What follows belongs to an exercise in optimizing a design on an open flow for small area; a production flow would make more cautious choices.
Only simulation tests tie the RTL to the original design; equivalence was not proved.
Power and IR drop assume default switching activity.

Design hb_front, start of the top module:
module hb_front (
    input  wire         clk,
    input  wire         rst,
    input  wire         in_valid,
    input  wire [7:0]   in_byte,
    input  wire [31:0]  board_id,
    input  wire [143:0] serial_id,
    output reg          resp_valid,
    output wire [7:0]   resp_byte,
    output wire         pkt_valid,
    output wire         pkt_sop,
    output wire         pkt_last,
    output wire [7:0]   pkt_chan,
    output wire [7:0]   pkt_byte,
    output reg          halted
);
For scale: ~470 flip-flops, ~220 I/O pins.
export LEC_CHECK = 0
export CAP_MARGIN = 20
export CORE_MARGIN = 2
export CORE_UTILIZATION = 40
export SLEW_MARGIN = 20
create_clock -name core_clock -period 10.0 [get_ports {clk}]
run.sh (not shown) runs the stock make flow with config.mk's settings and CLKGATE_MAP_FILE= SYNTH_SCRIPT=/design/flow/synth_recipe.tcl, a recipe that flattens the netlist after the stock synthesis.
==> next run, changes <==
==> flow/flow/run.sh (new file) <==
#!/bin/bash
# Standard layout, with the smallest buffer on the ports.
bash standard.sh "BUFFER_PORTS_ARGS=-buffer_cell sky130_fd_sc_hd__buf_1" > standard.log 2>&1
==> flow/standard.sh (new file) <==
#!/bin/bash
# synth_recipe.tcl (not shown) runs the flow's synth.tcl, then flattens the netlist and writes it again
# the make line also repeats each setting of config.mk as NAME=value (left out here)
make -C /OpenROAD-flow-scripts/flow DESIGN_CONFIG=/design/flow/config.mk WORK_HOME=/design/flow/orfs CLKGATE_MAP_FILE= SYNTH_SCRIPT=/design/flow/synth_recipe.tcl "${@:-finish}"
Settings changed: CTS_BUF_LIST set to sky130_fd_sc_hd__clkbuf_4 sky130_fd_sc_hd__clkbuf_8, CTS_CLUSTER_SIZE set to 20.
removed: flow/run.sh
Effect:
- total power shrinks slightly
- combinational power is about the same
- fmax is higher by a few percent

---

== run A ==
Another version of the RTL of hb_front (not shown whole).
For scale: about 1400 cells after synthesis, roughly 480 flip-flops, roughly 220 I/O pins, about 21000 um^2 of cells after synthesis.
Settings: LEC_CHECK=0, ABC_AREA=0, CAP_MARGIN=20, CORE_MARGIN=2, CORE_UTILIZATION=40, CTS_BUF_LIST=sky130_fd_sc_hd__clkbuf_8, CTS_CLUSTER_DIAMETER=100, CTS_CLUSTER_SIZE=12, SLEW_MARGIN=20; clock period 10.0 ns.
standard.sh (not shown) runs the stock make flow with config.mk's settings and CLKGATE_MAP_FILE= SYNTH_SCRIPT=/design/flow/synth_recipe.tcl, a recipe that flattens the netlist after the stock synthesis.
==> flow/flow/run.sh <==
#!/bin/bash
bash standard.sh "BUFFER_PORTS_ARGS=-buffer_cell sky130_fd_sc_hd__buf_1" RECOVER_POWER=100 > standard.log 2>&1
[flow] run A | stages: complete | final checks: fail | reason: max-capacitance violations, max-slew violations
Relative to run A, the following input files were edited for run C:
==> flow/flow/run.sh <==
#!/bin/bash
# The standard layout, with the smallest buffer (buf_1) on the ports
# instead of the default clkdlybuf4s50_1. Each ORFS step keeps its own log
# under orfs/logs/; make's own output goes to standard.log.
bash standard.sh "BUFFER_PORTS_ARGS=-buffer_cell sky130_fd_sc_hd__buf_1" > standard.log 2>&1
- Run C ends up with a worst setup slack that is 0.55 ns higher than in run A.
- No stage failed in run C, and the final checks on the layout all came back clean.
- Run A -> run C: power density relative to cell area decreased slightly
- Period utilization on run C is down relative to run A.
- Diff run A -> run C: first-iteration DRC count went up; relative contribution of combinational cells to total power increased by 0.2 points relative to the old numbers; number of cells on the critical path moved down; largest voltage drop on the vdd net now sits higher; worst setup skew after layout lost 0.0051 ns.
- Run A has a higher via-per-instance ratio than run C.
- Met1 track demand over resource in global routing came out exactly the same in run C and run A.

---

Another version of the RTL of hb_front (not shown whole).
For scale: roughly 1300 cells after synthesis, roughly 480 flip-flops, roughly 220 I/O pins.
export LEC_CHECK = 0
export ABC_AREA = 0
export CAP_MARGIN = 20
export CORE_MARGIN = 2
export CORE_UTILIZATION = 40
export CTS_BUF_LIST = sky130_fd_sc_hd__clkbuf_8
export CTS_CLUSTER_DIAMETER = 100
export CTS_CLUSTER_SIZE = 13
export SLEW_MARGIN = 20
export SYNTH_HIERARCHICAL = 1
create_clock -name core_clock -period 10.0 [get_ports {clk}]
==> flow/flow/run.sh <==
#!/bin/bash
# The standard layout, with the smallest buffer (buf_1) on the ports
# instead of the default clkdlybuf4s50_1. Each ORFS step keeps its own log
# under orfs/logs/; make's own output goes to standard.log.
bash standard.sh "BUFFER_PORTS_ARGS=-buffer_cell sky130_fd_sc_hd__buf_1" > standard.log 2>&1
==> next run, changes <==
- CTS_CLUSTER_SIZE: 13 -> 16
Outcome: The changed run completed with no timing, DRC or antenna violations. Total power is lower slightly. Global-route usage barely changes. Core utilization drops by 0.14 points.
==> next run, changes <==
- CTS_CLUSTER_SIZE: 16 -> 11
Effect: The changed run completed without violations. Power goes up by a few percent. Die area does not change. Clock power goes up by about a fifth. Sequential power hardly moves. Global-route usage goes up by 0.13 points. Final cell count goes up slightly. Register-to-register slack got worse by 0.14 ns.

## re-timing with driven ports
No port has a modelled driver above. Below, the same layouts with a new extraction and two added sets of constraints.
Step 1 (the two cells are an assumption about what drives the block):
set clk [get_ports {clk}]
set_driving_cell -lib_cell sky130_fd_sc_hd__clkbuf_16 $clk
set_driving_cell -lib_cell sky130_fd_sc_hd__buf_2 [delete_from_list [all_inputs] $clk]
Step 2 adds t to the input delays and takes it off the output delays; t is the mean of the earliest and latest rising clock arrival at the registers after step 1. Input paths then give back, and output paths get back, about the clock's delay inside the block.
Slacks: no drivers / after step 1 / after step 2; pairs: no drivers / after step 1.
run	t, ns	setup WS [ns]	latest minus earliest clock arrival (ns)	worst register clock-pin slew, ns	pins driven straight from the clock port
the first run of note 1	0.653	0.629 / 0.629 / 0.629	0.035 / 0.034	0.07 / 0.07	1
the second run of note 1	0.720	0.818 / 0.818 / 0.818	0.057 / 0.057	0.08 / 0.08	1
run A	0.678	0.919 / 0.935 / 0.257	0.058 / 0.058	0.10 / 0.10	1
run C	0.682	1.466 / 1.481 / 0.799	0.053 / 0.053	0.10 / 0.10	1
the first run of note 3	0.672	1.338 / 1.317 / 0.645	0.042 / 0.042	0.10 / 0.10	1
the second run of note 3	0.658	1.279 / 1.255 / 0.597	0.029 / 0.028	0.11 / 0.11	1
the third run of note 3	0.690	1.168 / 1.147 / 0.457	0.042 / 0.042	0.09 / 0.09	1
The setup slack of the third run of note 3, which loses most, moves by -0.021 ns with the drivers and by -0.711 ns with both steps.
